Context: an optimization exercise on an open-source flow, tuned for a short achievable clock period and few clock cycles. The choices shown serve that exercise and are no tape-out recipe. In this exercise RTL edits were held to simulation tests only and were not proved equivalent to the original. No activity file was given, so power comes from the tool's default toggle rates.

[flow/config.mk]
export PLATFORM = sky130hd
export DESIGN_NAME = lhce_parse
export DESIGN_NICKNAME = lhce_parse
export VERILOG_FILES = /design/flow/design.v
export SDC_FILE = /design/flow/constraint.sdc
export NUM_CORES = 4
export LEC_CHECK = 0
export ABC_CLOCK_PERIOD_IN_PS = 2500
export CAP_MARGIN = 20
export CORE_MARGIN = 2
export CORE_UTILIZATION = 65
export PLACE_DENSITY = 0.75
export SETUP_SLACK_MARGIN = 4.5
export SLEW_MARGIN = 20
export TNS_END_PERCENT = 100
[flow/constraint.sdc]
create_clock -name core_clock -period 7.0 [get_ports {clk}]
set_input_delay 1.4000 -clock core_clock [delete_from_list [all_inputs] [get_ports {clk}]]
set_output_delay 1.4000 -clock core_clock [all_outputs]
set_load 0.01 [all_outputs]
[flow/design.v]
module lhce_parse (
    input  wire        clk,
    input  wire        rst,           
    input  wire        start,
    input  wire [3:0]  op,
    input  wire [15:0] src_addr,
    input  wire [15:0] src_len,
    input  wire [31:0] ph_src,
    input  wire [31:0] ph_dst,
    output wire        busy,
    output reg         done,
    output wire        mem_rd,
    output wire [9:0]  mem_addr,
    input  wire [31:0] mem_rdata,
    output reg  [3:0]  err_code,
    output reg  [3:0]  err_sub,
    output reg  [31:0] r_csum,
    output reg  [31:0] r_csum_field,
    output reg  [31:0] r_ip_len,
    output reg  [31:0] r_ip_misc,
    output reg  [31:0] r_ip_src,
    output reg  [31:0] r_ip_dst,
    output reg  [31:0] r_ip_hdr,
    output reg  [31:0] r_ip_chk,
    output reg  [31:0] r_tcp_ports,
    output reg  [31:0] r_tcp_seq,
    output reg  [31:0] r_tcp_ack,
    output reg  [31:0] r_tcp_ctl,
    output reg  [31:0] r_tcp_csum,
    output reg  [31:0] r_tcp_hdr,
    output reg  [31:0] r_pay,
    output reg  [31:0] r_out
);
    localparam [3:0] E_NOT_IPV4  = 4'd1;
    localparam [3:0] E_INV_IP    = 4'd2;
    localparam [3:0] E_INV_TCP   = 4'd3;
    localparam [3:0] E_BAD_RANGE = 4'd6;
    localparam [3:0] E_ILLEGAL   = 4'd7;
    function [16:0] add16;
        input [15:0] a;
        input [15:0] b;
        input        ci;
        reg   [16:0] g, p, gn, pn;
        integer      i, d;
        begin
            g[0] = ci;
            p[0] = 1'b0;
            for (i = 0; i < 16; i = i + 1) begin
                g[i+1] = a[i] & b[i];
                p[i+1] = a[i] ^ b[i];
            end
            for (d = 1; d < 17; d = d * 2) begin
                gn = g;
                pn = p;
                for (i = d; i < 17; i = i + 1) begin
                    gn[i] = g[i] | (p[i] & g[i-d]);
                    pn[i] = p[i] & p[i-d];
                end
                g = gn;
                p = pn;
            end
            for (i = 0; i < 16; i = i + 1)
                add16[i] = a[i] ^ b[i] ^ g[i];
            add16[16] = g[16];
        end
    endfunction
    function sum_is;
        input [15:0] a;
        input [15:0] b;
        input        ci;
        input [16:0] t;
        reg   [15:0] cin, cout;
        begin
            cin  = a ^ b ^ t[15:0];
            cout = (a & b) | ((a ^ b) & ~t[15:0]);
            sum_is = (cin[0] == ci) && (cin[15:1] == cout[14:0]) && (t[16] == cout[15]);
        end
    endfunction
    function [7:0] lane;
        input [31:0] w;
        input [1:0]  i;
        lane = w[8*i +: 8];
    endfunction
    reg        busy_r;         
    reg        busy_o;         
    reg        mrd_o;
    reg [9:0]  maddr_o;
    reg        is_cip, is_ctcp, is_ipp, is_tcpp, is_frm;
    reg [15:0] c_a;
    reg [15:0] c_n;
    reg [31:0] c_phs;
    reg [31:0] c_phd;
    reg [3:0]  ro;             
    assign busy     = busy_o;
    assign mem_rd   = mrd_o;
    assign mem_addr = maddr_o;
    reg  [4:0]  cyc;       
    reg  [11:0] kn;        
    wire [1:0]  r    = c_a[1:0];
    wire        rodd = c_a[0];
    wire        o_cip  = (op == 4'h1);
    wire        o_ctcp = (op == 4'h2);
    wire        o_ipp  = (op == 4'h3);
    wire        o_tcpp = (op == 4'h4);
    wire        o_frm  = (op == 4'h7);
    wire [1:0]  o_r    = src_addr[1:0];
    reg [31:0] hw0, hw1, hw2, hw3, hw4, hw5, hw6;
    reg [31:0] tr0, tr1, tr2, tr3, tr4, tr5;
    reg [6:0]  hwe;        
    reg [5:0]  tre;
    wire [223:0] hwflat = {hw6, hw5, hw4, hw3, hw2, hw1, hw0};
    wire [191:0] trflat = {tr5, tr4, tr3, tr2, tr1, tr0};
    wire [223:0] ah = ({224{ro[0]}} & hwflat) | ({224{ro[1]}} & (hwflat >> 8)) |
                      ({224{ro[2]}} & (hwflat >> 16)) | ({224{ro[3]}} & (hwflat >> 24));
    wire [191:0] tb = ({192{ro[0]}} & trflat) | ({192{ro[1]}} & (trflat >> 8)) |
                      ({192{ro[2]}} & (trflat >> 16)) | ({192{ro[3]}} & (trflat >> 24));
    wire [159:0] ipb = is_frm ? ah[191:32] : ah[159:0];    
    wire [159:0] tcb = tb[159:0];                           
    wire [15:0]  eth = {ah[23:16], ah[31:24]};              
    wire [7:0]  ip_b0   = ipb[7:0];
    wire [3:0]  ip_ver  = ip_b0[7:4];
    wire [3:0]  ip_ihl  = ip_b0[3:0];
    wire [7:0]  ip_hl   = {2'b00, ip_ihl, 2'b00};
    wire [15:0] ip_tl   = {ipb[23:16], ipb[31:24]};
    wire [7:0]  ip_ttl  = ipb[71:64];
    wire [7:0]  ip_proto= ipb[79:72];
    wire [15:0] ip_hcs  = {ipb[87:80], ipb[95:88]};
    wire [31:0] ip_src  = {ipb[103:96], ipb[111:104], ipb[119:112], ipb[127:120]};
    wire [31:0] ip_dst  = {ipb[135:128], ipb[143:136], ipb[151:144], ipb[159:152]};
    wire [15:0] t_sport = {tcb[7:0], tcb[15:8]};
    wire [15:0] t_dport = {tcb[23:16], tcb[31:24]};
    wire [31:0] t_seq   = {tcb[39:32], tcb[47:40], tcb[55:48], tcb[63:56]};
    wire [31:0] t_ack   = {tcb[71:64], tcb[79:72], tcb[87:80], tcb[95:88]};
    wire [7:0]  t_doff  = {2'b00, tcb[103:100], 2'b00};
    wire [5:0]  t_flags = tcb[109:104];
    wire [15:0] t_win   = {tcb[119:112], tcb[127:120]};
    wire [15:0] t_cs    = {tcb[135:128], tcb[143:136]};
    wire [15:0] t_urg   = {tcb[151:144], tcb[159:152]};
    wire [4:0]  ib    = {2'b00, is_frm, 2'b00} + {3'd0, r};    
    wire [223:0] hsh  = hwflat >> {ib, 3'b000};
    wire [4:0]  r12   = 5'd12 + {3'd0, r};
    wire [191:0] tsh  = trflat >> {r12, 3'b000};
    reg  [3:0]  e_ver, e_ihl;
    reg  [15:0] e_tl;
    reg  [7:0]  e_proto;
    reg  [15:0] e_eth;
    reg  [3:0]  e_doff;
    always @(posedge clk) begin
        e_ver   <= hsh[7:4];
        e_ihl   <= hsh[3:0];
        e_tl    <= {hsh[23:16], hsh[31:24]};
        e_proto <= hsh[79:72];
        e_eth   <= {ah[23:16], ah[31:24]};
        e_doff  <= tsh[7:4];
    end
    wire [7:0]  e_hl   = {2'b00, e_ihl, 2'b00};
    wire [7:0]  e_dof8 = {2'b00, e_doff, 2'b00};
    wire [3:0]  e_ihl_c = (e_ihl < 4'd5) ? 4'd5 : e_ihl;
    reg  [16:0] e_tl3;       
    always @(posedge clk)
        e_tl3 <= {1'b0, e_tl} + {15'd0, r} + 17'd3;
    reg [17:0] ipS, ipE, ipK, ipK1;    
    reg [17:0] tS, tE, tK, tK1;        
    reg [17:0] phS, phE;               
    reg [17:0] kend;                   
    reg        one_w;                  
    reg [3:0]  kmin;                   
    reg [11:0] kcs_ip, kcs_tc;         
    reg [17:0] ipKh, ipKl, tKh, tKl;   
    reg [11:0] tq0;                    
    wire [17:0] o_r18 = {16'd0, o_r};
    wire [17:0] o_rn  = o_r18 + {2'b00, src_len};
    wire [17:0] o_ipS = o_frm ? (o_r18 + 18'd4) : o_r18;
    wire [17:0] o_tS  = o_frm ? (o_r18 + 18'd24) : o_r18;
    wire [4:0]  fr_w  = {1'b0, e_ihl_c} + 5'd1;      
    wire [17:0] c_rn1 = {16'd0, r} + {2'b00, c_n} - 18'd1;
    always @(posedge clk) begin
        if (!busy_r) begin
            ipS    <= o_ipS;
            ipE    <= o_cip ? o_rn : o_ipp ? (o_r18 + 18'd20) : o_frm ? (o_r18 + 18'd24) : 18'd0;
            ipK    <= o_ipS + 18'd10;
            ipK1   <= o_ipS + 18'd11;
            ipKh   <= o_ipS + (o_r[0] ? 18'd11 : 18'd10);
            ipKl   <= o_ipS + (o_r[0] ? 18'd10 : 18'd11);
            tKh    <= o_tS + (o_r[0] ? 18'd17 : 18'd16);
            tKl    <= o_tS + (o_r[0] ? 18'd16 : 18'd17);
            tS     <= o_tS;
            tE     <= (o_ctcp | o_tcpp) ? o_rn : o_frm ? 18'h3FFFF : 18'd0;
            tK     <= o_tS + 18'd16;
            tK1    <= o_tS + 18'd17;
            phS    <= o_frm ? (o_r18 + 18'd16) : 18'd0;
            phE    <= o_frm ? (o_r18 + 18'd24) : 18'd0;
            kend   <= 18'h1FFFF;
            one_w  <= o_cip && ({2'b00, src_len} <= 18'd4 - o_r18);
            kmin   <= o_cip  ? 4'd0 :
                      o_ctcp ? ((o_r == 2'd3) ? 4'd5 : 4'd4) :
                      o_tcpp ? 4'd0 :
                      o_ipp  ? 4'd4 : 4'd7;
            kcs_ip <= (o_r == 2'd0) ? 12'd2 : 12'd3;
            kcs_tc <= o_frm ? ((o_r == 2'd3) ? 12'd11 : 12'd10) : ((o_r == 2'd3) ? 12'd5 : 12'd4);
            tq0    <= o_frm ? 12'd6 : 12'd0;
        end else if (is_cip | is_ctcp | is_tcpp) begin
            kend   <= {c_rn1[17], c_rn1[17], c_rn1[17:2]};
        end else if (is_ipp) begin
            ipE    <= {12'd0, e_ihl_c, r};
            kend   <= {14'd0, e_ihl_c} - ((r == 2'd0) ? 18'd1 : 18'd0);
        end else if (is_frm) begin
            ipE    <= {11'd0, fr_w, r};
            tS     <= {11'd0, fr_w, r};
            if (cyc >= 5'd7) begin           
                tE     <= {1'b0, e_tl3} + 18'd1;
                kend   <= {3'd0, e_tl3[16:2]};
            end
            tK     <= {11'd0, fr_w + 5'd4, r};
            tK1    <= {11'd0, fr_w + 5'd4, r} + 18'd1;
            tKh    <= {11'd0, fr_w + 5'd4, r} + (rodd ? 18'd1 : 18'd0);
            tKl    <= {11'd0, fr_w + 5'd4, r} + (rodd ? 18'd0 : 18'd1);
            kcs_tc <= {7'd0, fr_w} + ((r == 2'd3) ? 12'd5 : 12'd4);
            tq0    <= {7'd0, fr_w};
        end
    end
    reg [3:0] m_ip, m_tc, m_ih, m_il;
    integer l;
    reg [17:0] p;
    always @(*) begin
        for (l = 0; l < 4; l = l + 1) begin
            p = {4'd0, kn, l[1:0]};
            m_ip[l] = (p >= ipS) && (p < ipE) && (p != ipK) && (p != ipK1);
            m_tc[l] = ((p >= tS) && (p < tE) && (p != tK) && (p != tK1)) ||
                      ((p >= phS) && (p < phE));
            m_ih[l] = (p == tK);
            m_il[l] = (p == tK1);
        end
    end
    wire m_last = ((kend[17] || ({6'd0, kn} >= kend)) && (kn >= {8'd0, kmin})) ||
                  (one_w && (kn == 12'd0));
    wire m_late = (is_cip && (kn == kcs_ip)) || ((is_ctcp | is_tcpp | is_frm) && (kn == kcs_tc));
    reg [3:0]  X_ip, X_tc, X_ih, X_il;
    reg        X_last, X_late;
    reg        X_ipk, X_ipk1, X_tk, X_tk1;      
    reg        A_last, A_late;
    reg        seen, F2, Fv;
    reg  [15:0] d_L;
    reg  [16:0] ps_s, ps_d;      
    reg  [16:0] pt1, pt2, pt3;
    reg  [17:0] pt4, pt5;
    reg  [18:0] psum;
    reg  [16:0] pf1;
    reg  [15:0] pf;
    always @(posedge clk) begin
        if (!busy_r) begin
            ps_s <= {1'b0, ph_src[31:16]} + {1'b0, ph_src[15:0]};
            ps_d <= {1'b0, ph_dst[31:16]} + {1'b0, ph_dst[15:0]};
        end
        pt1  <= is_frm ? 17'd0 : ps_s;
        pt2  <= is_frm ? 17'd0 : ps_d;
        pt3  <= {1'b0, is_frm ? d_L : c_n} + 17'd6;
        pt4  <= {1'b0, pt1} + {1'b0, pt2};
        pt5  <= {1'b0, pt3};
        psum <= {1'b0, pt4} + {1'b0, pt5};
        pf1  <= {1'b0, psum[15:0]} + {14'd0, psum[18:16]};
        pf   <= pf1[15:0] + {15'd0, pf1[16]};
    end
    wire [7:0] rb0 = mem_rdata[7:0];
    wire [7:0] rb1 = mem_rdata[15:8];
    wire [7:0] rb2 = mem_rdata[23:16];
    wire [7:0] rb3 = mem_rdata[31:24];
    function [7:0] tsel;
        input        m, ih, il;
        input [7:0]  b;
        input [15:0] v;
        tsel = (m ? b : 8'd0) | (ih ? v[15:8] : 8'd0) | (il ? v[7:0] : 8'd0);
    endfunction
    wire [15:0] xi01 = {(X_ip[0] ? rb0 : 8'd0), (X_ip[1] ? rb1 : 8'd0)};
    wire [15:0] xi23 = {(X_ip[2] ? rb2 : 8'd0), (X_ip[3] ? rb3 : 8'd0)};
    wire [15:0] xt01 = {tsel(X_tc[0], X_ih[0], X_il[0], rb0, pf),
                        tsel(X_tc[1], X_ih[1], X_il[1], rb1, pf)};
    wire [15:0] xt23 = {tsel(X_tc[2], X_ih[2], X_il[2], rb2, pf),
                        tsel(X_tc[3], X_ih[3], X_il[3], rb3, pf)};
    reg  [15:0] xp_ip, xg_ip, xo_ip, xp_tc, xg_tc, xo_tc;
    reg [15:0] x_ip, x_tc;         
    reg [15:0] acc_ip, acc_tc;
    reg        ca_ip, ca_tc;
    wire [15:0] ci_s = acc_ip ^ xp_ip;
    wire [15:0] ci_c = xg_ip | (acc_ip & xo_ip);
    wire [15:0] ci_r = {ci_c[14:0], ci_c[15]};
    wire [15:0] ct_s = acc_tc ^ xp_tc;
    wire [15:0] ct_c = xg_tc | (acc_tc & xo_tc);
    wire [15:0] ct_r = {ct_c[14:0], ct_c[15]};
    wire [16:0] si_n = add16(ci_s, ci_r, ca_ip);
    wire [16:0] st_n = add16(ct_s, ct_r, ca_tc);
    reg [16:0] k0a_ip, k0b_ip, k0a_tc, k0b_tc;
    reg        knz_ip, k1_ip, knz_tc, k1_tc;
    wire [15:0] xip  = x_ip;
    wire [15:0] xtc  = x_tc;
    wire [15:0] xip1 = xip + 16'd1;
    wire [15:0] xtc1 = xtc + 16'd1;
    always @(posedge clk) begin
        k0a_ip <= {1'b0, ~xip};
        k0b_ip <= {1'b1, ~xip1};
        knz_ip <= (xip != 16'hFFFF);
        k1_ip  <= (xip == 16'hFFFE);
        k0a_tc <= {1'b0, ~xtc};
        k0b_tc <= {1'b1, ~xtc1};
        knz_tc <= (xtc != 16'hFFFF);
        k1_tc  <= (xtc == 16'hFFFE);
    end
    wire ip_match_n = sum_is(ci_s, ci_r, ca_ip, k0a_ip) || (knz_ip && sum_is(ci_s, ci_r, ca_ip, k0b_ip)) ||
                      (k1_ip && (&ci_s) && (&ci_r) && ca_ip);
    wire tc_match_n = sum_is(ct_s, ct_r, ca_tc, k0a_tc) || (knz_tc && sum_is(ct_s, ct_r, ca_tc, k0b_tc)) ||
                      (k1_tc && (&ct_s) && (&ct_r) && ca_tc);
    reg  ip_match, tc_match;
    reg [15:0] d_seg;       
    reg [15:0] d_ipa;       
    reg [15:0] d_tca;       
    reg [15:0] d_tl4;       
    reg [15:0] d_np;        
    reg        d_doff_bad;
    reg [31:0] d_pay;
    reg        d_pres;
    always @(posedge clk) begin
        d_seg      <= e_tl - {8'd0, e_hl};
        d_ipa      <= is_frm ? (c_a + 16'd4) : c_a;
        d_L        <= is_frm ? (e_tl - {8'd0, e_hl}) : c_n;
        d_tca      <= is_frm ? (c_a + 16'd4 + {8'd0, e_hl}) : c_a;
        d_tl4      <= e_tl + 16'd4;
        d_np       <= is_frm ? (c_n - 16'd4) : c_n;
        d_doff_bad <= (e_dof8 < 8'd20) || ({8'd0, e_dof8} > d_L);
        d_pay      <= {d_L - {8'd0, e_dof8}, d_tca + {8'd0, e_dof8}};
        d_pres     <= is_cip ? (c_n >= 16'd12) : (c_n >= 16'd18);
    end
    wire [8:0] hc_n;
    assign hc_n[0] = is_frm && (e_eth != 16'h0800);         
    assign hc_n[1] = is_frm && (c_n < 16'd24);              
    assign hc_n[2] = (e_ihl < 4'd5);                        
    assign hc_n[3] = (e_proto != 8'd6);                     
    assign hc_n[4] = (e_ver != 4'd4);                       
    assign hc_n[5] = ({8'd0, e_hl} > e_tl);                 
    assign hc_n[6] = ({8'd0, e_hl} > d_np);                 
    assign hc_n[7] = is_frm && (e_tl > d_np);               
    assign hc_n[8] = is_frm && (d_seg < 16'd20);            
    reg [8:0] hc;
    reg       hc_any;
    always @(posedge clk) begin
        hc     <= hc_n;
        hc_any <= (|hc_n) && (is_ipp | is_frm);
    end
    reg [3:0] hc_code, hc_sub;
    always @(*) begin
        hc_code = E_INV_IP;
        if (hc[0])      begin hc_code = E_NOT_IPV4; hc_sub = 4'd1; end
        else if (hc[1]) hc_sub = 4'd1;
        else if (hc[2]) hc_sub = 4'd2;
        else if (hc[3]) hc_sub = 4'd3;
        else if (hc[4]) hc_sub = 4'd4;
        else if (hc[5]) hc_sub = 4'd5;
        else if (hc[6]) hc_sub = 4'd6;
        else if (hc[7]) hc_sub = 4'd7;
        else            begin hc_code = E_INV_TCP; hc_sub = 4'd1; end
    end
    reg  [16:0] o_sum;           
    reg         n_lt4, n_lt20;
    reg         e1;
    reg [3:0]   e1_code, e1_sub;
    always @(posedge clk) begin
        o_sum  <= {1'b0, c_a} + {1'b0, c_n};
        n_lt4  <= (c_n < 16'd4);
        n_lt20 <= (c_n < 16'd20);
        e1 <= 1'b1; e1_code <= 4'd0; e1_sub <= 4'd1;
        if (!(is_cip | is_ctcp | is_ipp | is_tcpp | is_frm)) e1_code <= E_ILLEGAL;
        else if (o_sum > 17'd4096)                          e1_code <= E_BAD_RANGE;
        else if (is_ipp && n_lt20)                          e1_code <= E_INV_IP;
        else if (is_tcpp && n_lt20)                         e1_code <= E_INV_TCP;
        else if (is_frm && n_lt4)                           begin e1_code <= E_NOT_IPV4; e1_sub <= 4'd2; end
        else                                                e1 <= 1'b0;
    end
    function [15:0] calc;
        input [15:0] acc;
        input        c1, c2;
        input        sw;
        reg   [16:0] s;
        reg   [15:0] f;
        begin
            s = {1'b0, acc} + {16'd0, c1} + {16'd0, c2};
            f = s[15:0] + {15'd0, s[16]};
            calc = ~(sw ? {f[7:0], f[15:8]} : f);
        end
    endfunction
    reg  [15:0] calc_ip, calc_tc;
    always @(posedge clk) begin
        calc_ip <= calc(acc_ip, ca_ip, 1'b0, rodd);
        calc_tc <= calc(acc_tc, ca_tc, 1'b0, rodd);
    end
    wire fin_e1 = (cyc == 5'd3) && e1;
    wire fin_hc = (cyc == 5'd10) && is_frm && hc_any;
    wire fin    = fin_e1 | fin_hc | Fv;
    wire tcp_ok = tc_match && !d_doff_bad;
    wire w_csum = Fv && (is_cip | is_ctcp);
    wire w_ip   = Fv && !hc_any && (is_ipp || (is_frm && tcp_ok));
    wire w_tcp  = Fv && !hc_any && (is_tcpp | is_frm) && tcp_ok;
    wire w_frm  = Fv && !hc_any && is_frm && tcp_ok;
    always @(posedge clk) begin
        if (!busy_r) begin
            is_cip  <= o_cip;
            is_ctcp <= o_ctcp;
            is_ipp  <= o_ipp;
            is_tcpp <= o_tcpp;
            is_frm  <= o_frm;
            c_a     <= src_addr;
            c_n     <= src_len;
            c_phs   <= ph_src;
            c_phd   <= ph_dst;
            ro      <= {o_r == 2'd3, o_r == 2'd2, o_r == 2'd1, o_r == 2'd0};
            cyc     <= 5'd1;
            kn      <= 12'd0;
            hwe     <= 7'd0;
            tre     <= 6'd0;
            X_ip    <= 4'd0;
            X_tc    <= 4'd0;
            X_ih    <= 4'd0;
            X_il    <= 4'd0;
            X_last  <= 1'b0;
            X_late  <= 1'b0;
            X_ipk   <= 1'b0;
            X_ipk1  <= 1'b0;
            X_tk    <= 1'b0;
            X_tk1   <= 1'b0;
            xp_ip   <= 16'd0;
            xg_ip   <= 16'd0;
            xo_ip   <= 16'd0;
            xp_tc   <= 16'd0;
            xg_tc   <= 16'd0;
            xo_tc   <= 16'd0;
            A_last  <= 1'b0;
            A_late  <= 1'b0;
            seen    <= 1'b0;
            F2      <= 1'b0;
            acc_ip  <= 16'd0;
            acc_tc  <= 16'd0;
            ca_ip   <= 1'b0;
            ca_tc   <= 1'b0;
            Fv      <= 1'b0;
        end else begin
            if (cyc != 5'd31) cyc <= cyc + 5'd1;
            kn      <= kn + 12'd1;
            X_ip    <= m_ip;
            X_tc    <= m_tc;
            X_ih    <= m_ih;
            X_il    <= m_il;
            X_last  <= m_last;
            X_late  <= m_late;
            X_ipk   <= (kn == ipKh[13:2]);
            X_ipk1  <= (kn == ipKl[13:2]);
            X_tk    <= (kn == tKh[13:2]);
            X_tk1   <= (kn == tKl[13:2]);
            hwe     <= {kn == 12'd6, kn == 12'd5, kn == 12'd4, kn == 12'd3,
                        kn == 12'd2, kn == 12'd1, kn == 12'd0};
            tre     <= {kn == tq0 + 12'd5, kn == tq0 + 12'd4, kn == tq0 + 12'd3,
                        kn == tq0 + 12'd2, kn == tq0 + 12'd1, kn == tq0};
            if (hwe[0]) hw0 <= mem_rdata;
            if (hwe[1]) hw1 <= mem_rdata;
            if (hwe[2]) hw2 <= mem_rdata;
            if (hwe[3]) hw3 <= mem_rdata;
            if (hwe[4]) hw4 <= mem_rdata;
            if (hwe[5]) hw5 <= mem_rdata;
            if (hwe[6]) hw6 <= mem_rdata;
            if (tre[0]) tr0 <= mem_rdata;
            if (tre[1]) tr1 <= mem_rdata;
            if (tre[2]) tr2 <= mem_rdata;
            if (tre[3]) tr3 <= mem_rdata;
            if (tre[4]) tr4 <= mem_rdata;
            if (tre[5]) tr5 <= mem_rdata;
            if (X_ipk)  x_ip[15:8] <= lane(mem_rdata, ipKh[1:0]);
            if (X_ipk1) x_ip[7:0]  <= lane(mem_rdata, ipKl[1:0]);
            if (X_tk)   x_tc[15:8] <= lane(mem_rdata, tKh[1:0]);
            if (X_tk1)  x_tc[7:0]  <= lane(mem_rdata, tKl[1:0]);
            xp_ip   <= xi01 ^ xi23;
            xg_ip   <= xi01 & xi23;
            xo_ip   <= xi01 | xi23;
            xp_tc   <= xt01 ^ xt23;
            xg_tc   <= xt01 & xt23;
            xo_tc   <= xt01 | xt23;
            A_last  <= X_last;
            A_late  <= X_late;
            acc_ip  <= si_n[15:0];
            ca_ip   <= si_n[16];
            acc_tc  <= st_n[15:0];
            ca_tc   <= st_n[16];
            ip_match <= ip_match_n;
            tc_match <= tc_match_n;
            seen    <= seen | A_last;
            F2      <= A_last && !seen && (A_late || is_cip || is_ctcp || is_ipp);
            Fv      <= F2 || (A_last && !seen && !(A_late || is_cip || is_ctcp || is_ipp));
        end
    end
    always @(posedge clk) begin
        if (rst) begin
            busy_r       <= 1'b0;
            busy_o       <= 1'b0;
            mrd_o        <= 1'b0;
            done         <= 1'b0;
            err_code     <= 4'd0;
            err_sub      <= 4'd0;
            r_csum       <= 32'd0;
            r_csum_field <= 32'd0;
            r_ip_len     <= 32'd0;
            r_ip_misc    <= 32'd0;
            r_ip_src     <= 32'd0;
            r_ip_dst     <= 32'd0;
            r_ip_hdr     <= 32'd0;
            r_ip_chk     <= 32'd0;
            r_tcp_ports  <= 32'd0;
            r_tcp_seq    <= 32'd0;
            r_tcp_ack    <= 32'd0;
            r_tcp_ctl    <= 32'd0;
            r_tcp_csum   <= 32'd0;
            r_tcp_hdr    <= 32'd0;
            r_pay        <= 32'd0;
            r_out        <= 32'd0;
        end else begin
            done <= 1'b0;
            if (!busy_o) begin
                if (start) busy_o <= 1'b1;
            end else if (fin) busy_o <= 1'b0;
            if (!mrd_o) begin
                if (start) mrd_o <= 1'b1;
            end else if (fin) mrd_o <= 1'b0;
            if (!busy_r) begin
                if (start) busy_r <= 1'b1;
            end else begin
                if (fin) begin
                    busy_r <= 1'b0;
                    done   <= 1'b1;
                    if (fin_e1) begin
                        err_code <= e1_code;
                        err_sub  <= e1_sub;
                    end else if (hc_any) begin
                        err_code <= hc_code;
                        err_sub  <= hc_sub;
                    end else if ((is_tcpp | is_frm) && !tc_match) begin
                        err_code <= E_INV_TCP;
                        err_sub  <= 4'd2;
                    end else if ((is_tcpp | is_frm) && d_doff_bad) begin
                        err_code <= E_INV_TCP;
                        err_sub  <= 4'd3;
                    end else begin
                        err_code <= 4'd0;
                        err_sub  <= 4'd0;
                    end
                end
                if (w_csum) begin
                    if (is_cip) begin
                        r_csum       <= {14'd0, d_pres && ip_match, d_pres, calc_ip};
                        r_csum_field <= d_pres ? {16'd0, rodd ? {x_ip[7:0], x_ip[15:8]} : x_ip} : 32'd0;
                    end else begin
                        r_csum       <= {14'd0, d_pres && tc_match, d_pres, calc_tc};
                        r_csum_field <= d_pres ? {16'd0, rodd ? {x_tc[7:0], x_tc[15:8]} : x_tc} : 32'd0;
                    end
                end
                if (w_ip) begin
                    r_ip_len  <= {4'd0, ip_ver, ip_hl, ip_tl};
                    r_ip_misc <= {ip_hcs, ip_proto, ip_ttl};
                    r_ip_src  <= ip_src;
                    r_ip_dst  <= ip_dst;
                    r_ip_hdr  <= {d_seg, d_ipa};
                    r_ip_chk  <= {15'd0, ip_match, calc_ip};
                end
                if (w_tcp) begin
                    r_tcp_ports <= {t_sport, t_dport};
                    r_tcp_seq   <= t_seq;
                    r_tcp_ack   <= t_ack;
                    r_tcp_ctl   <= {t_win, t_doff, 2'b00, t_flags};
                    r_tcp_csum  <= {t_urg, t_cs};
                    r_tcp_hdr   <= {d_L, d_tca};
                end
                if (w_frm) begin
                    r_pay <= d_pay;
                    r_out <= {d_tl4, c_a};
                end
            end
        end
    end
    always @(posedge clk) begin
        if (!busy_o) maddr_o <= src_addr[11:2];
        else         maddr_o <= maddr_o + 10'd1;
    end
endmodule
[flow/run.sh]
#!/bin/bash
# synth_recipe.tcl (not shown) runs the flow's synth.tcl, then flattens the netlist and writes it again
# the make line also repeats each setting of config.mk as NAME=value (left out here)
make -C /OpenROAD-flow-scripts/flow DESIGN_CONFIG=/design/flow/config.mk WORK_HOME=/design/flow/orfs CLKGATE_MAP_FILE= SYNTH_SCRIPT=/design/flow/synth_recipe.tcl finish
==> results of run 1 <==
-- critical path, cell delays in order (launching register included) --
cell and delay [ps]:
edfxtp_1 430, buf_12 170, inv_16 50, ha_4 200, or2_4 230, fa_2 350
o21bai_1 190, a21oi_2 100, buf_4 160, nor2_2 100, nor2_1 60, o21ai_1 150
xor2_1 300, o221ai_2 160
-- metal layers --
layer  vias up  global-route usage (%)  wire length [µm]
met5         -                       0                86
met4        14                    30.7             26200
met3      1435                    11.8             40100
met2      5812                    65.3            132000
met1     34700                    55.3            105000
li1      30800                       -                 -
-- report_power, final --
part	total [W]	internal, W	switching, W
Sequential	0.0119	0.0112	0.000700
Combinational	0.00497	0.00198	0.00299
Clock	0.00963	0.00545	0.00418
-- cells in the final DEF, fill, tap and decap left out, types with 40 or more instances in the layout --
master and n:
nor2b_1 81, xor2_1 182, dfxtp_2 450, mux2_2 59, dfxtp_4 71, a22oi_1 677, inv_1 342, clkbuf_16 187
a211oi_1 46, a311oi_1 155, a21o_1 95, edfxtp_1 585, conb_1 61, buf_6 505, and2_1 91, fa_1 69
clkinv_2 40, ha_1 311, mux2i_1 108, nor3_1 71, clkdlybuf4s50_1 64, nor2_1 475, xnor2_1 260, mux4_2 44
o21ai_0 120, a21oi_1 478, buf_4 472, nand4_1 81, ha_4 48, nand2_1 723, dfxtp_1 623, nand3_1 452
-- worst max path at each step --
stage                     to  slack (ps)  depth (start not counted)
finish               kend[5]        4170                         13
global route         kend[4]        4110                         14
CTS                     busy        4200                          1
detailed placement    tE[10]        2620                          9
global placement      tE[10]        2660                          9
floorplan           ps_s[16]        3840                         10
-- cell type report --
type | count | area, µm² | share of cell area [%]
flip-flops and latches | 1729 | 41300 | 40.0
multi-input cells | 5454 | 40600 | 39.3
repair buffers | 1166 | 11900 | 11.5
clock buffers | 231 | 4970 | 4.82
well taps | 1650 | 2060 | 2.00
inverters | 370 | 1470 | 1.42
clock inverters | 97 | 903 | 0.875
diodes | 20 | 50.0 | 0.0485
repair inverters | 4 | 35.0 | 0.0339
-- what timing repair did --
action / CTS / global route
hold endpoints to repair: 0 / 0
endpoints found under the setup margin: 1279 / 1003
gates resized for setup: 3465 / 310
cloned: 20 / 7
setup buffers: 217 / 237
pin swaps: 119 / 150
-- cell usage after synthesis, types with 44 or more instances --
cell type / n / area, µm²
a211oi_1: 61 / 458
a21o_1: 102 / 766
a21oi_1: 509 / 2550
a22oi_1: 678 / 5090
a311oi_1: 156 / 1370
and2_1: 95 / 594
and3_1: 48 / 300
buf_2: 89 / 445
buf_4: 70 / 526
clkbuf_1: 381 / 1430
dfxtp_1: 1144 / 22900
edfxtp_1: 585 / 17600
fa_1: 79 / 1580
ha_1: 367 / 4590
inv_1: 367 / 1380
mux2_2: 59 / 664
mux2i_1: 109 / 1090
mux4_2: 44 / 991
nand2_1: 736 / 2760
nand3_1: 467 / 2340
nand4_1: 81 / 507
nor2_1: 496 / 1860
nor2b_1: 91 / 569
nor3_1: 83 / 415
nor4_1: 45 / 282
o21ai_0: 157 / 786
xnor2_1: 286 / 2500
xor2_1: 222 / 1940
-- stage by stage --
step / instance area (µm²) / utilization (%) / total power (W) / instances
floorplan: 82500 / - / 0.0147 / 8115
global placement: 88800 / 70.9 / 0.0160 / 9890
detailed placement: 88800 / 70.9 / 0.0161 / 9892
CTS: 99800 / 79.7 / 0.0259 / 10500
global route: 103000 / 82.4 / 0.0272 / 10700
finish: 103000 / 82.4 / 0.0265 / 10700
-- cell families after synthesis --
family | count (synthesis)
AOI/OAI and AO/OA | 1922
muxes | 212
buffers and inverters | 937
xor gates and xnor gates | 509
and+or+nand+nor | 2298
DFF | 1729
adders and majority gates | 447
other | 1
==> impl_metrics.yaml, run 1 <==
cts:
  cts-root-buf: "clkbuf_16"
  cts_tree: "done"
  holdBufCountCts: 0
  clock_latency_ps: 840
  h-tree-depth: 4
  clock_path_buffers: 3
  cts_buffers: 174
  cts.sinks: 1729
  clkTransAtPathRegs_ps: 70
place:
  portBuffers: 606
  dp_slack_ps: 2620
  hpwl_mm: 183
  gp_congestion: 0.997
sta:
  slew_headroom_pct: 17.5
  hold-worst-slack_ps: 328
  final-hold-violation-count: 0
  worstMarginPinSlew_ps: 1240
  fin_setup_tns_ps: 0
  period_needed_ps: 2830
  post-route-period-util_pct: 40.5
  final-setup-viol-count: 0
  grt_setup_unrepaired: "yes"
  fmax_ghz: 0.353
  fin_ws_ps: 4170
  finClkSkew_ps: 32.2
  drv_slew: 0
routing:
  drt_iter0_markers: 11700
  avgRoutedWirePerCell_um: 28.3
  dr.pass1.iters: 10
  drc: 0
  wl_mm: 304
  ant_nets: 0
  vias: 72700
  post_drt_via_cell_ratio: 6.78
min_path:
  hold_start: "pt3[1]"
  min_to: "pt5[1]"
  min_path_type: "reg -> reg"
  whs_path_depth: 0
synth:
  syn-cell-area_um2: 81800
  synth-edff-count: 585
  ys_seq_elements: 1729
  syn_avg_cell_area_um2: 10.2
  synth-compound-area-share_pct: 16.1
  yosys_warnings: 1
  synth-adder-area-share_pct: 7.56
  synthXorXnorAreaFrac_pct: 5.46
  seq_area_frac_synth_pct: 49.5
  syn_inst: 8055
  ys.flop_type: "dfxtp_1"
  synthMuxAreaShare_pct: 3.36
  synth_cell_types: 104
  postSynth.asyncResetShare_pct: 0
  synth_top_family_by_area: "compound AO/OA/AOI/OAI gates"
  synthSimpleGateAreaFrac_pct: 13.3
power_and_ir_drop:
  max-vdd-ir-drop_mv: 0.285
  leakage_nw: 41.5
  power_density_nw_per_um2: 256
run_status:
  outcome: "timing/DRC/antenna clean"
critical_path:
  rr_worst_depth: 13
  path_max_fanout: 2
  path_class: "reg -> reg"
  reg2reg_to: "kend[5]"
  r2r_setup_slack_ps: 4170
  cp.required_ps: 7660
  crit_path_end_kind: "flop"
  arrival_ps: 3500
  reg2reg_from: "c_a[1]"
  setup.worst_path.start_class: "flop"
  startpoint: "c_a[1]"
finish:
  fillers: 7132
  nNetsFinal: 9480
  drive_above_1_share_pct: 26.5
  area_growth_syn_to_layout_pct: 26.2
floorplanning:
  dieArea_um2: 129000
  io-pin-count: 668
  start_util_pct: 65.3
  core_area_um2: 125000
  die-width_um: 359
  die_h_um: 359
  row_count: 130
job:
  max_cap_viol_count: 0
global_routing:
  grt_util_all_layers_pct: 43.7
  gr-total-overflow: 0
  grt_pass1_vias: 67000
  grt_max_degree: 200
  antenna_found_initial: 22
  grt_pass1_wl_mm: 421
Testbench counts, summed over its fixed seeds: cycles 39,859.
==> inputs of run 2 (changes only) <==
--- a/flow/config.mk
+++ b/flow/config.mk
@@ -9,7 +9,9 @@
 export CAP_MARGIN = 20
 export CORE_MARGIN = 2
-export CORE_UTILIZATION = 65
-export PLACE_DENSITY = 0.75
-export SETUP_SLACK_MARGIN = 4.5
+export CORE_UTILIZATION = 50
+export CTS_CLUSTER_DIAMETER = 100
+export CTS_CLUSTER_SIZE = 20
+export PLACE_DENSITY = 0.65
+export SETUP_SLACK_MARGIN = 4.7
 export SLEW_MARGIN = 20
 export TNS_END_PERCENT = 100
==> run 2 against run 1 <==
Compared with the run above: cell area increased by 0.34%; combinational power increased by 4.4%; critical path type unchanged; synthesized area unchanged; largest cell class is now multi-input combinational cells; synthesized cell count unchanged; via count decreased by 4.2%; highest routed layer unchanged; sequential power about the same; hold slack got worse by 2.5 ps; setup slack improved by 26 ps; still clean on timing, DRC and antenna; critical path depth decreased by 2; sequential cell count unchanged; cell count increased by 4.5%.
==> impl_metrics.yaml, run 2 <==
finish:
  layout_commonest_cell: "nand2_1"
  final_cell_mix: "nand2_1 (716), a22oi_1 (676), dfxtp_1 (607)"
  drive_above_1_share_pct: 28.3
  instances_no_fill: 11200
  area_growth_syn_to_layout_pct: 26.6
  nNetsFinal: 9520
routing:
  drt_iter0_markers: 9225
  dr.pass1.iters: 13
  post_drt_via_cell_ratio: 6.22
  drc: 0
  avgRoutedWirePerCell_um: 27.7
  wl_mm: 311
  ant_nets: 0
  vias: 69700
synth:
  syn_inst: 8055
  syn_avg_cell_area_um2: 10.2
  synth_top_area_share_pct: 28.0
  seq_area_frac_synth_pct: 49.5
  yosys_warnings: 1
  ys.flop_type: "dfxtp_1"
  synth_cell_types: 104
  synthMostInstantiatedCell: "dfxtp_1"
  postSynth.asyncResetShare_pct: 0
  synth_area_leaders: "dfxtp_1 (28%), edfxtp_1 (21%), a22oi_1 (6.2%), ha_1 (5.6%), nand2_1 (3.4%)"
  synth.top_cells.by_count: "dfxtp_1 (1144), nand2_1 (736), a22oi_1 (678)"
  synth_area_leader_cell: "dfxtp_1"
  ys_seq_elements: 1729
  syn-cell-area_um2: 81800
  synth-edff-count: 585
place:
  dp_slack_ps: 2750
  gp_congestion: 0.957
  place_inst: 10400
  portBuffers: 606
  hpwl_mm: 195
cts:
  cts-root-buf: "clkbuf_16"
  clock_path_buffers: 3
  holdBufCountCts: 0
  cts_buffers: 97
  clock_latency_ps: 770
  cts_tree: "done"
  clkTransAtPathRegs_ps: 90
  cts.sinks: 1729
  h-tree-depth: 3
power_and_ir_drop:
  leakage_nw: 40.7
  power_density_nw_per_um2: 224
  switching_share_pct: 31.0
  p_int_w: 0.0160
  max-vdd-ir-drop_mv: 0.239
  power_frac_clock_pct: 26.5
  seqPwrFrac_pct: 51.1
  power_w: 0.0232
  combPwrFrac_pct: 22.4
  power.switching_w: 0.00718
critical_path:
  setup.worst_path.start_class: "flop"
  path_max_fanout: 3
  cp.required_ps: 7610
  arrival_ps: 3420
  path_class: "reg -> reg"
  crit_path_end_kind: "flop"
sta:
  final-hold-violation-count: 0
  fin_setup_tns_ps: 0
  worstMarginPinSlew_ps: 1110
  drv_slew: 0
  fin_ws_ps: 4190
  period_needed_ps: 2810
  grt_setup_unrepaired: "yes"
  fmax_ghz: 0.356
  post-route-period-util_pct: 40.1
  final-setup-viol-count: 0
  slew_headroom_pct: 26.1
  finClkSkew_ps: 43.9
floorplanning:
  die_h_um: 409
  row_count: 148
  die-width_um: 409
  io-pin-count: 668
  dieArea_um2: 167000
  core_area_um2: 163000
  start_util_pct: 50.3
global_routing:
  grt_max_degree: 205
  grt_util_all_layers_pct: 35.2
  grt_pass1_vias: 65100
  gr-total-overflow: 0
  grt_pass1_wl_mm: 439
  antenna_found_initial: 22
min_path:
  min_path_type: "reg -> reg"
run_status:
  outcome: "timing/DRC/antenna clean"
job:
  max_cap_viol_count: 0
## run 2: worst paths after layout
path | startpoint | to | slack, ps | depth (start not counted)
max | c_n[1] | kend[11] | 4190 | 11
min | pt3[1] | pt5[1] | 330 | 0
max reg2reg | c_n[1] | kend[11] | 4190 | 11
min reg2reg | pt3[1] | pt5[1] | 330 | 0
## run 2: logic make-up (layout without fill, tap and decap cells)
family                   Yosys count  in the layout  share of synthesized area (%)
AND/OR/NAND/NOR                 2298           2307                           13.3
AO/OA/AOI/OAI                   1922           1924                           16.1
flip-flops                      1729           1729                           49.5
buffers and inverters            937           1822                           4.80
XOR/XNOR                         509            509                           5.46
adder cells (fa/ha/maj)          447            447                           7.56
multiplexers                     212            212                           3.36
other                              1             74                        0.00458
## run 2: metal layers
layer / part of all wire (%) / vias to the layer above / GRT usage (%) / wire, µm
li1: - / 30700 / - / -
met1: 38 / 33900 / 45.4 / 118000
met2: 45 / 4129 / 54.2 / 139000
met3: 10 / 840 / 7.22 / 31500
met4: 7.1 / 6 / 21.8 / 22000
met5: 0.014 / - / 0 / 45
## run 2: repair_timing
| action | 4_1_cts | 5_1_grt |
|---|---|---|
| setup endpoints to repair | 1806 | 1009 |
| resized for setup | 3812 | 453 |
| pin swaps | 257 | 239 |
| gates cloned | 25 | 8 |
| buffers inserted | 364 | 202 |
| endpoints found under the hold margin | 0 | 0 |
## run 2: worst max-delay path, cell delays in order, from the launching register on
cell        delay [ps]
edfxtp_1           510
clkinvlp_4         210
ha_4               240
or2_4              220
fa_2               370
o21bai_4           130
a21oi_2             80
nand3b_1           220
a21boi_2           210
nor2_1              70
xnor2_1            240
o221ai_1           150
## run 2: layout make-up
type | instances | area (µm²)
tap | 2175 | 2720
clock inverter | 9 | 113
fill | 13100 | 59000
multi-input combinational | 5460 | 41900
inverter | 370 | 1480
timing repair inverter | 3 | 26.3
clock buffer | 162 | 2710
timing repair buffer | 1278 | 13200
antenna | 13 | 32.5
sequential | 1729 | 41400
## run 2: power by group through the flow
stage | registers [W] | clock network (W) | logic, W
global route | 0.0119 | 0.00655 | 0.00555
detailed placement | 0.0121 | 0 | 0.00411
floorplan | 0.0117 | 0 | 0.00302
finish | 0.0118 | 0.00614 | 0.00519
CTS | 0.0118 | 0.00620 | 0.00473
global placement | 0.0121 | 0 | 0.00404
## run 2: metrics by stage
| stage | instance area [µm²] | hold slack, ps | util [%] |
|---|---|---|---|
| after floorplan | 82900 | 310 | - |
| after CTS | 100000 | 326 | 61.6 |
| final | 104000 | 325 | 63.7 |
| after global placement | 89800 | 313 | 55.2 |
| after detailed placement | 89800 | 312 | 55.2 |
| after global routing | 104000 | 328 | 63.7 |
==> inputs of run 3 (changes only) <==
--- a/flow/config.mk
+++ b/flow/config.mk
@@ -9,9 +9,9 @@
 export CAP_MARGIN = 20
 export CORE_MARGIN = 2
-export CORE_UTILIZATION = 50
+export CORE_UTILIZATION = 40
 export CTS_CLUSTER_DIAMETER = 100
 export CTS_CLUSTER_SIZE = 20
-export PLACE_DENSITY = 0.65
-export SETUP_SLACK_MARGIN = 4.7
+export PLACE_DENSITY = 0.6
+export SETUP_SLACK_MARGIN = 4.5
 export SLEW_MARGIN = 20
 export TNS_END_PERCENT = 100
==> run 3 against run 2 <==
Compared with the run above: total power is 0.48% lower; utilization down 14 points; clock skew shrank 1.4 ps; global-route usage fell by 7.2 points; combinational power down 6.0%; register-to-register slack improved by 50 ps; critical path depth stayed put; non-clock buffer count is 209 lower; cell count grew 2.7%; largest power group unchanged.
==> impl_metrics.yaml, run 3 <==
job:
  max_cap_viol_count: 0
synth:
  synth-compound-area-share_pct: 16.1
  synthXorXnorAreaFrac_pct: 5.46
  synthMostInstantiatedCell: "dfxtp_1"
  synth_cell_types: 104
  synth_top_family_by_area: "compound AO/OA/AOI/OAI gates"
  syn_avg_cell_area_um2: 10.2
  synth-edff-count: 585
  synthMuxAreaShare_pct: 3.36
  syn-cell-area_um2: 81800
  synth_area_leader_cell: "dfxtp_1"
  ys.flop_type: "dfxtp_1"
  ys_seq_elements: 1729
  seq_area_frac_synth_pct: 49.5
  synth-adder-area-share_pct: 7.56
  syn_inst: 8055
  synth_area_leaders: "dfxtp_1 (28%), edfxtp_1 (21%), a22oi_1 (6.2%), ha_1 (5.6%), nand2_1 (3.4%)"
  postSynth.asyncResetShare_pct: 0
  synth_top_area_share_pct: 28.0
  synth.top_cells.by_count: "dfxtp_1 (1144), nand2_1 (736), a22oi_1 (678)"
  yosys_warnings: 1
  synthSimpleGateAreaFrac_pct: 13.3
critical_path:
  arrival_ps: 3420
  path_max_fanout: 3
  path_class: "reg -> reg"
  cp.required_ps: 7650
  setup.worst_path.start_class: "flop"
  crit_path_end_kind: "flop"
cts:
  cts-root-buf: "clkbuf_16"
  clock_path_buffers: 3
  clkTransAtPathRegs_ps: 90
  clock_latency_ps: 790
  h-tree-depth: 3
  holdBufCountCts: 0
  cts_tree: "done"
  cts_buffers: 100
  cts.sinks: 1729
sta:
  finClkSkew_ps: 42.4
  grt_setup_unrepaired: "yes"
  worstMarginPinSlew_ps: 1130
  final-hold-violation-count: 0
  post-route-period-util_pct: 39.5
  fin_setup_tns_ps: 0
  fin_ws_ps: 4240
  period_needed_ps: 2760
  fmax_ghz: 0.362
  hold-worst-slack_ps: 322
  slew_headroom_pct: 24.8
  drv_slew: 0
  final-setup-viol-count: 0
routing:
  post_drt_via_cell_ratio: 5.92
  drt_iter0_markers: 8895
  vias: 68100
  ant_nets: 0
  drc: 0
  dr.pass1.iters: 12
  wl_mm: 308
  avgRoutedWirePerCell_um: 26.8
power_and_ir_drop:
  combPwrFrac_pct: 21.2
  power_frac_clock_pct: 27.5
  max-vdd-ir-drop_mv: 0.220
  power.switching_w: 0.00718
  switching_share_pct: 31.1
  power_density_nw_per_um2: 228
  p_int_w: 0.0159
  seqPwrFrac_pct: 51.3
  leakage_nw: 39.4
global_routing:
  grt_pass1_vias: 63700
  grt_max_degree: 211
  antenna_found_initial: 36
  grt_util_all_layers_pct: 28.0
  gr-total-overflow: 0
  grt_pass1_wl_mm: 438
finish:
  final_core_utilization_pct: 49.6
  area_growth_syn_to_layout_pct: 23.5
  layout_commonest_cell: "nand2_1"
  final_cell_mix: "nand2_1 (723), a22oi_1 (677), dfxtp_1 (620)"
  nNetsFinal: 9308
  instances_no_fill: 11500
  fillers: 18500
  drive_above_1_share_pct: 24.2
floorplanning:
  dieArea_um2: 208000
  die-width_um: 456
  start_util_pct: 40.1
  io-pin-count: 668
  row_count: 166
  core_area_um2: 204000
  die_h_um: 456
place:
  hpwl_mm: 200
  portBuffers: 606
  gp_congestion: 0.931
  dp_slack_ps: 2580
  place_inst: 10900
run_status:
  outcome: "timing/DRC/antenna clean"
min_path:
  min_path_type: "reg -> reg"
[run 3: cell count changes in the layout (fill, tap and decap cells not counted), sizes merged, moves of 2 or more]
cell,previous run,this run
buf,1150,931
clkinvlp,7,5
clkdlybuf4s50,33,69
diode,13,15
dlygate4sd2,28,22
clkinv,7,5
clkdlybuf4s15,18,3
nand3,470,468
clkbuf,185,173
inv,368,377
[run 3: power by group through the flow]
stage / Clock (W) / Combinational, W / Sequential, W
2_1_floorplan: 0 / 0.00300 / 0.0117
3_3_place_gp: 0 / 0.00411 / 0.0121
3_5_place_dp: 0 / 0.00415 / 0.0121
4_1_cts: 0.00645 / 0.00455 / 0.0118
5_1_grt: 0.00679 / 0.00524 / 0.0119
6_report: 0.00634 / 0.00488 / 0.0118
[run 3: per-layer routing]
| layer | vias to the layer above | routed length (µm) | global-route usage [%] |
|---|---|---|---|
| met1 | 33300 | 124000 | 37.1 |
| met4 | 6 | 15900 | 12.8 |
| li1 | 30400 | - | - |
| met3 | 650 | 29600 | 5.54 |
| met2 | 3737 | 139000 | 44.1 |
| met5 | - | 82 | 0 |
[run 3: stage by stage]
step | instance area [µm²] | total power [W]
6_report | 101000 | 0.0231
5_1_grt | 101000 | 0.0239
4_1_cts | 98300 | 0.0228
3_5_place_dp | 90200 | 0.0163
3_3_place_gp | 90200 | 0.0162
2_1_floorplan | 82500 | 0.0147
[run 3: area by class of cell]
| type | instances | area [µm²] | area share [%] |
|---|---|---|---|
| flip-flops and latches | 1729 | 41400 | 41.0 |
| multi-input cells | 5454 | 40600 | 40.2 |
| repair buffers | 1069 | 11200 | 11.1 |
| well taps | 2688 | 3360 | 3.33 |
| clock buffers | 156 | 2760 | 2.73 |
| inverters | 370 | 1460 | 1.45 |
| clock inverters | 15 | 188 | 0.186 |
| diodes | 15 | 37.5 | 0.0371 |
| repair inverters | 3 | 26.3 | 0.0260 |
[run 3: critical path: stages, from the launching register on]
cell and delay [ps]:
edfxtp_1 530, inv_2 140, ha_4 210, or2_4 230
fa_2 340, o21bai_1 180, a21oi_2 90, nand3b_1 240
a21oi_2 200, o21bai_1 100, mux2i_1 120, a311o_1 270
[run 3: what timing repair did]
item	CTS	global route
gates cloned	20	7
pin swaps	107	174
buffers inserted	208	142
gates resized for setup	3501	356
endpoints found under the hold margin	0	0
setup endpoints to repair	1175	1024
[run 3: worst paths after layout]
path / slack (ps) / cells past startpoint / end / startpoint
worst min-delay path: 320 / 0 / pt5[4] / pt3[4]
worst max register to register: 4240 / 11 / kend[9] / c_n[1]
worst min register to register: 320 / 0 / pt5[4] / pt3[4]
worst max-delay path: 4240 / 11 / kend[9] / c_n[1]
[run 3: cell families (layout without fill, tap and decap cells)]
group           count (synthesis)  after routing
buf+inv                       937           1613
fa+ha+maj                     447            447
mux                           212            212
other cells                     1             76
compound gates               1922           1922
simple gates                 2298           2303
flops                        1729           1729
xor+xnor                      509            509
==> inputs of run 4 (changes only) <==
--- a/flow/config.mk
+++ b/flow/config.mk
@@ -6,12 +6,12 @@
 export NUM_CORES = 4
 export LEC_CHECK = 0
-export ABC_CLOCK_PERIOD_IN_PS = 2500
+export ABC_CLOCK_PERIOD_IN_PS = 2000
 export CAP_MARGIN = 20
 export CORE_MARGIN = 2
-export CORE_UTILIZATION = 40
+export CORE_UTILIZATION = 45
 export CTS_CLUSTER_DIAMETER = 100
 export CTS_CLUSTER_SIZE = 20
 export PLACE_DENSITY = 0.6
-export SETUP_SLACK_MARGIN = 4.5
+export SETUP_SLACK_MARGIN = 4.6
 export SLEW_MARGIN = 20
 export TNS_END_PERCENT = 100
==> run 4 against run 3 <==
Compared with the run above: still clean; setup slack got worse by 52 ps; combinational power grew 5.3%; via count up 1.2%; clock skew grew 15 ps; fmax shrank 1.8%; sequential power is essentially flat; non-clock buffer count is 150 higher; die area fell by 11%; total power grew 0.51%; hold slack improved by 9.1 ps; largest power group unchanged.
==> impl_metrics.yaml, run 4 <==
run_status:
  outcome: "timing/DRC/antenna clean"
synth:
  synth_top_area_share_pct: 28.0
  ys.flop_type: "dfxtp_1"
  ys_seq_elements: 1729
  synth.top_cells.by_count: "dfxtp_1 (1144), nand2_1 (736), a22oi_1 (678)"
  synth_area_leaders: "dfxtp_1 (28%), edfxtp_1 (21%), a22oi_1 (6.2%), ha_1 (5.6%), nand2_1 (3.4%)"
  synth_cell_types: 104
  yosys_warnings: 1
  syn_avg_cell_area_um2: 10.2
  synth-edff-count: 585
  seq_area_frac_synth_pct: 49.5
  syn_inst: 8055
  synthMostInstantiatedCell: "dfxtp_1"
  postSynth.asyncResetShare_pct: 0
  syn-cell-area_um2: 81800
  synth_area_leader_cell: "dfxtp_1"
sta:
  period_needed_ps: 2810
  worstMarginPinSlew_ps: 1050
  grt_setup_unrepaired: "yes"
  final-setup-viol-count: 0
  finClkSkew_ps: 57.7
  post-route-period-util_pct: 40.2
  final-hold-violation-count: 0
  slew_headroom_pct: 29.7
  fin_setup_tns_ps: 0
  drv_slew: 0
  fmax_ghz: 0.355
routing:
  post_drt_via_cell_ratio: 6.08
  avgRoutedWirePerCell_um: 27.8
  drc: 0
  drt_iter0_markers: 8090
  dr.pass1.iters: 8
  vias: 68900
  wl_mm: 314
  ant_nets: 0
floorplanning:
  row_count: 156
  die_h_um: 430
  core_area_um2: 181000
  die-width_um: 430
  start_util_pct: 45.3
  dieArea_um2: 185000
  io-pin-count: 668
finish:
  final_cell_mix: "nand2_1 (717), a22oi_1 (676), dfxtp_1 (616)"
  area_growth_syn_to_layout_pct: 26.1
  fillers: 15500
  final_core_utilization_pct: 57.1
  layout_commonest_cell: "nand2_1"
  nNetsFinal: 9455
  drive_above_1_share_pct: 26.9
critical_path:
  path_class: "reg -> reg"
  arrival_ps: 3460
  crit_path_end_kind: "flop"
  crit_chain: "buf_12 -> inv_16 -> ha_4 -> or2_4 -> fa_2 -> o21bai_1 -> a21oi_2 -> nand3b_1 -> a21oi_2 -> o21bai_1 -> mux2i_1 -> a311o_1"
  cpMaxStageDelayCell: "edfxtp_1"
  cp.required_ps: 7650
  rr_worst_depth: 12
  critPathMaxStageDelay_ps: 470
  setup.worst_path.start_class: "flop"
  path_max_fanout: 3
job:
  max_cap_viol_count: 0
power_and_ir_drop:
  power_density_nw_per_um2: 225
  max-vdd-ir-drop_mv: 0.217
  power_w: 0.0232
  leakage_nw: 40.4
cts:
  clock_path_buffers: 3
  holdBufCountCts: 0
  cts_tree: "done"
  cts-root-buf: "clkbuf_16"
  clkTransAtPathRegs_ps: 90
  clock_latency_ps: 800
  cts_buffers: 97
  h-tree-depth: 3
  cts.sinks: 1729
global_routing:
  grt_max_degree: 157
  grt_pass1_wl_mm: 439
  antenna_found_initial: 27
  grt_util_all_layers_pct: 31.8
  gr-total-overflow: 0
  grt_pass1_vias: 64400
min_path:
  whs_path_depth: 0
  min_path_type: "reg -> reg"
place:
  gp_congestion: 0.936
  portBuffers: 606
  hpwl_mm: 201
## run 4: critical path: cells and delay by family, from the launching register on
| kind | cells | cell delay [ps] |
|---|---|---|
| buffers and inverters | 2 | 240 |
| muxes | 1 | 130 |
| and+or+nand+nor | 2 | 480 |
| AOI/OAI and AO/OA | 5 | 840 |
| DFF | 1 | 470 |
| adders and majority gates | 2 | 540 |
## run 4: layout make-up
class,count,area (µm²),area share [%]
multi-input combinational,5455,41500,40.2
timing repair buffer,1219,12900,12.5
sequential,1729,41400,40.2
clock inverter,10,156,0.152
clock buffer,155,2710,2.62
tap,2370,2970,2.87
inverter,370,1480,1.43
antenna,9,22.5,0.0218
timing repair inverter,2,17.5,0.0170
## run 4: logic make-up after synthesis
family                   after synthesis  synth area share [%]
AND/OR/NAND/NOR                     2298                  13.3
AO/OA/AOI/OAI                       1922                  16.1
flip-flops                          1729                  49.5
buffers and inverters                937                  4.80
XOR/XNOR                             509                  5.46
adder cells (fa/ha/maj)              447                  7.56
multiplexers                         212                  3.36
other                                  1               0.00458
## run 4: final timing paths
kind	startpoint	end	slack (ps)
worst max-delay path	c_a[1]	kend[9]	4190
worst min-delay path	pt3[3]	pt5[3]	330
worst max register to register	c_a[1]	kend[9]	4190
worst min register to register	pt3[3]	pt5[3]	330
## run 4: routing by layer
| layer | share of wire [%] | GRT usage, % | vias up |
|---|---|---|---|
| li1 | - | - | 30600 |
| met1 | 39 | 41.5 | 33900 |
| met2 | 45 | 50.1 | 3675 |
| met3 | 9.3 | 5.79 | 671 |
| met4 | 6.3 | 17.1 | 0 |
| met5 | 0 | 0 | - |
## run 4: report_power, final
group | internal (W) | switching, W
registers | 0.0111 | 0.000702
clock network | 0.00269 | 0.00350
logic | 0.00214 | 0.00301
## run 4: per-stage QoR
step | setup WS, ps | instance area (µm²) | hold slack [ps] | instances
6_report | 4190 | 103000 | 331 | 11300
5_1_grt | 4100 | 103000 | 335 | 11300
4_1_cts | 4190 | 99600 | 331 | 11100
3_5_place_dp | 2690 | 90000 | 312 | 10600
3_3_place_gp | 2700 | 90000 | 315 | 10600
2_1_floorplan | 3840 | 82700 | 310 | 8115
## run 4: repair_timing
item	4_1_cts	5_1_grt
cloned	23	14
buffers inserted	280	207
endpoints found under the setup margin	1584	1082
hold endpoints to repair	0	0
pin swaps	182	235
resized for setup	3737	418
==> inputs of run 5 (changes only) <==
--- a/flow/design.v
+++ b/flow/design.v
@@ -377,19 +377,20 @@
     function [15:0] calc;
         input [15:0] acc;
-        input        c1, c2;
+        input        cy;
         input        sw;
-        reg   [16:0] s;
-        reg   [15:0] f;
+        reg   [15:0] t, f;
+        integer      i;
         begin
-            s = {1'b0, acc} + {16'd0, c1} + {16'd0, c2};
-            f = s[15:0] + {15'd0, s[16]};
+            t[0] = 1'b1;
+            for (i = 1; i < 16; i = i + 1)
+                t[i] = &(acc | ~((16'd1 << i) - 16'd1));
+            if (!cy)             f = acc;
+            else if (&acc)       f = 16'h0001;
+            else                 f = acc ^ t;
             calc = ~(sw ? {f[7:0], f[15:8]} : f);
         end
     endfunction
-    reg  [15:0] calc_ip, calc_tc;
-    always @(posedge clk) begin
-        calc_ip <= calc(acc_ip, ca_ip, 1'b0, rodd);
-        calc_tc <= calc(acc_tc, ca_tc, 1'b0, rodd);
-    end
+    wire [15:0] calc_ip = calc(acc_ip, ca_ip, rodd);
+    wire [15:0] calc_tc = calc(acc_tc, ca_tc, rodd);
     wire fin_e1 = (cyc == 5'd3) && e1;
     wire fin_hc = (cyc == 5'd10) && is_frm && hc_any;
@@ -490,6 +491,6 @@
             tc_match <= tc_match_n;
             seen    <= seen | A_last;
-            F2      <= A_last && !seen && (A_late || is_cip || is_ctcp || is_ipp);
-            Fv      <= F2 || (A_last && !seen && !(A_late || is_cip || is_ctcp || is_ipp));
+            F2      <= A_last && !seen && A_late;
+            Fv      <= F2 || (A_last && !seen && !A_late);
         end
     end
--- a/flow/config.mk
+++ b/flow/config.mk
@@ -6,12 +6,12 @@
 export NUM_CORES = 4
 export LEC_CHECK = 0
-export ABC_CLOCK_PERIOD_IN_PS = 2000
+export ABC_CLOCK_PERIOD_IN_PS = 2500
 export CAP_MARGIN = 20
 export CORE_MARGIN = 2
-export CORE_UTILIZATION = 45
+export CORE_UTILIZATION = 40
 export CTS_CLUSTER_DIAMETER = 100
 export CTS_CLUSTER_SIZE = 20
 export PLACE_DENSITY = 0.6
-export SETUP_SLACK_MARGIN = 4.6
+export SETUP_SLACK_MARGIN = 4.5
 export SLEW_MARGIN = 20
 export TNS_END_PERCENT = 100
==> run 5 against run 4 <==
Compared with the run above: still clean on timing, DRC and antenna; sequential power about the same; hold slack got worse by 4.0 ps; first-iteration DRC count increased by 1.2%; die area increased by 9.7%; total power decreased by 3.4%; utilization decreased by 7.0 points; critical endpoint is now tE[14].
==> impl_metrics.yaml, run 5 <==
power_and_ir_drop:
  max-vdd-ir-drop_mv: 0.220
  power.switching_w: 0.00686
  leakage_nw: 39.3
  power_frac_clock_pct: 27.6
  combPwrFrac_pct: 20.5
  p_int_w: 0.0155
  switching_share_pct: 30.6
  seqPwrFrac_pct: 51.9
  power_w: 0.0224
  power_density_nw_per_um2: 226
global_routing:
  antenna_found_initial: 20
  grt_pass1_wl_mm: 427
  grt_util_all_layers_pct: 28.1
  gr-total-overflow: 0
  grt_pass1_vias: 62400
  grt_max_degree: 194
sta:
  fin_setup_tns_ps: 0
  slew_headroom_pct: 25.3
  period_needed_ps: 2850
  final-hold-violation-count: 0
  drv_slew: 0
  worstMarginPinSlew_ps: 1120
  post-route-period-util_pct: 40.7
  final-setup-viol-count: 0
  finClkSkew_ps: 35.9
  grt_setup_unrepaired: "yes"
  fmax_ghz: 0.351
finish:
  fillers: 17900
  drive_above_1_share_pct: 24.8
  final_cell_mix: "a22oi_1 (678), nand2_1 (601), dfxtp_1 (589)"
  nNetsFinal: 9060
  layout_commonest_cell: "a22oi_1"
  multiInputGateArea_um2: 39300
  ff_latch_area_um2: 40700
  area_growth_syn_to_layout_pct: 24.2
synth:
  postSynth.asyncResetShare_pct: 0
  ys.flop_type: "dfxtp_1"
  synth_area_leader_cell: "dfxtp_1"
  yosys_warnings: 1
  synthMostInstantiatedCell: "dfxtp_1"
  syn-cell-area_um2: 79800
  syn_avg_cell_area_um2: 10.3
  seq_area_frac_synth_pct: 49.9
  syn_inst: 7772
  synth-edff-count: 585
  synth.top_cells.by_count: "dfxtp_1 (1112), a22oi_1 (680), nand2_1 (608)"
  ys_seq_elements: 1697
  synth_top_area_share_pct: 27.9
  synth_cell_types: 87
  synth_area_leaders: "dfxtp_1 (28%), edfxtp_1 (22%), a22oi_1 (6.4%), ha_1 (5.8%), a21oi_1 (3.1%)"
routing:
  post_drt_via_cell_ratio: 5.91
  vias: 66100
  drc: 0
  avgRoutedWirePerCell_um: 26.9
  ant_nets: 0
  wl_mm: 302
  drt_iter0_markers: 8188
  dr.pass1.iters: 9
critical_path:
  worst-path-buf-inv: 2
  setup.worst_path.start_class: "input pin"
  path_max_fanout: 3
  cpMaxStageDelayCell: "fa_2"
  critPathMaxStageDelay_ps: 350
  path_class: "in -> reg"
  crit_path_end_kind: "flop"
  arrival_ps: 3340
  cp.required_ps: 7490
  crit_chain: "buf_8 -> ha_4 -> inv_2 -> fa_2 -> nand3b_1 -> nor2_2 -> and3_4 -> nor2b_4 -> nand3_2 -> xnor2_2 -> a211oi_2 -> a21oi_1"
  cp_top_family: "simple AND/OR/NAND/NOR gates"
cts:
  cts_tree: "done"
  clock_latency_ps: 780
  cts.sinks: 1697
  h-tree-depth: 3
  cts_buffers: 97
  clkTransAtPathRegs_ps: 90
  cts-root-buf: "clkbuf_16"
  clock_path_buffers: 3
floorplanning:
  core_area_um2: 198000
  dieArea_um2: 203000
  die_h_um: 451
  die-width_um: 451
  io-pin-count: 668
  start_util_pct: 40.4
  row_count: 163
place:
  gp_congestion: 0.940
  hpwl_mm: 197
  portBuffers: 606
run_status:
  outcome: "timing/DRC/antenna clean"
job:
  max_cap_viol_count: 0
min_path:
  min_path_type: "reg -> reg"
## run 5: kinds of logic after synthesis
family                     after synthesis  share of synthesized area [%]
and+or+nand+nor                       2052                           12.1
other                                    1                        0.00470
AOI/OAI and AO/OA                     2009                           17.5
muxes                                  169                           2.90
buffers and inverters                  916                           4.63
xor gates and xnor gates               482                           5.29
DFF                                   1697                           49.9
adders and majority gates              446                           7.73
## run 5: cell type report
type | instances | area share, %
flip-flops and latches | 1697 | 41.1
multi-input cells | 5221 | 39.6
repair buffers | 1090 | 11.6
well taps | 2640 | 3.33
clock buffers | 160 | 2.74
inverters | 371 | 1.44
clock inverters | 12 | 0.148
diodes | 6 | 0.0151
repair inverters | 1 | 0.00883
## run 5: routing by layer
layer	part of all wire (%)	routed length [µm]	up-vias	track usage [%]
met5	0.019	57	-	0
li1	-	-	29500	-
met4	5.5	16600	8	13.5
met2	46	138000	3413	44.7
met3	8.8	26600	616	5.52
met1	40	121000	32600	36.6
## run 5: timing repair
action,in CTS,in global routing
pin swaps,128,149
resized for setup,3624,248
hold buffers,0,0
setup buffers,226,129
setup endpoints to repair,1355,854
gates cloned,18,7
## run 5: path summary, 6_finish.rpt
check / end / slack (ps) / from / depth (start not counted)
max: tE[14] / 4150 / src_len[0] / 12
min: pt5[2] / 330 / pt3[2] / 0
max reg2reg: acc_tc[12] / 4220 / acc_tc[15] / 10
min reg2reg: pt5[2] / 330 / pt3[2] / 0
## run 5: through the flow
stage / worst slack [ps] / cell area, µm² / hold slack (ps) / cells / utilization [%]
floorplan: 3670 / 80700 / 310 / 7832 / -
global placement: 2600 / 88600 / 311 / 10600 / 44.8
detailed placement: 2610 / 88600 / 313 / 10600 / 44.8
CTS: 4220 / 97100 / 330 / 11100 / 49.1
global route: 4110 / 99100 / 336 / 11200 / 50.1
finish: 4150 / 99200 / 327 / 11200 / 50.1
## run 5: power by group through the flow
stage	logic [W]	clock network (W)	registers (W)
5_1_grt	0.00496	0.00660	0.0117
3_5_place_dp	0.00392	0	0.0119
3_3_place_gp	0.00387	0	0.0119
6_report	0.00458	0.00618	0.0116
2_1_floorplan	0.00289	0	0.0115
4_1_cts	0.00435	0.00627	0.0116
Testbench counts of run 5, summed over its fixed seeds: cycles 39,733.

## separate check: timing with driven ports
How much do the figures lean on ideal ports? The routed layouts below were timed once more, with nothing changed but the port constraints.
Step 1 (the two cells are an assumption about what drives the block):
set clk [get_ports {clk}]
set_driving_cell -lib_cell sky130_fd_sc_hd__clkbuf_16 $clk
set_driving_cell -lib_cell sky130_fd_sc_hd__buf_2 [delete_from_list [all_inputs] $clk]
Step 2 also shifts input and output timing later by t, the mid clock arrival at the registers, as if the neighbouring blocks saw the same clock.
a / b / c = ideal / step 1 / step 2; a / b = the first two.
| run | t, ns | setup WS [ns] | hold slack, ns | worst register clock-pin slew, ns | pins driven straight from the clock port |
|---|---|---|---|---|---|
| run 1 | 0.912 | 4.166 / 4.166 / 3.501 | 0.328 / 0.328 / 0.328 | 0.07 / 0.07 | 1 |
| run 2 | 0.846 | 4.192 / 4.180 / 3.452 | 0.325 / 0.325 / 0.325 | 0.11 / 0.11 | 1 |
| run 3 | 0.865 | 4.238 / 4.169 / 3.428 | 0.322 / 0.322 / 0.322 | 0.10 / 0.10 | 1 |
| run 4 | 0.858 | 4.187 / 4.154 / 3.463 | 0.331 / 0.331 / 0.331 | 0.10 / 0.10 | 1 |
| run 5 | 0.864 | 4.152 / 4.119 / 3.255 | 0.327 / 0.327 / 0.327 | 0.10 / 0.10 | 1 |
After both steps setup and hold are still met in every run listed. The setup slack of run 5, which loses most, moves by -0.033 ns with the drivers and by -0.897 ns with both steps.
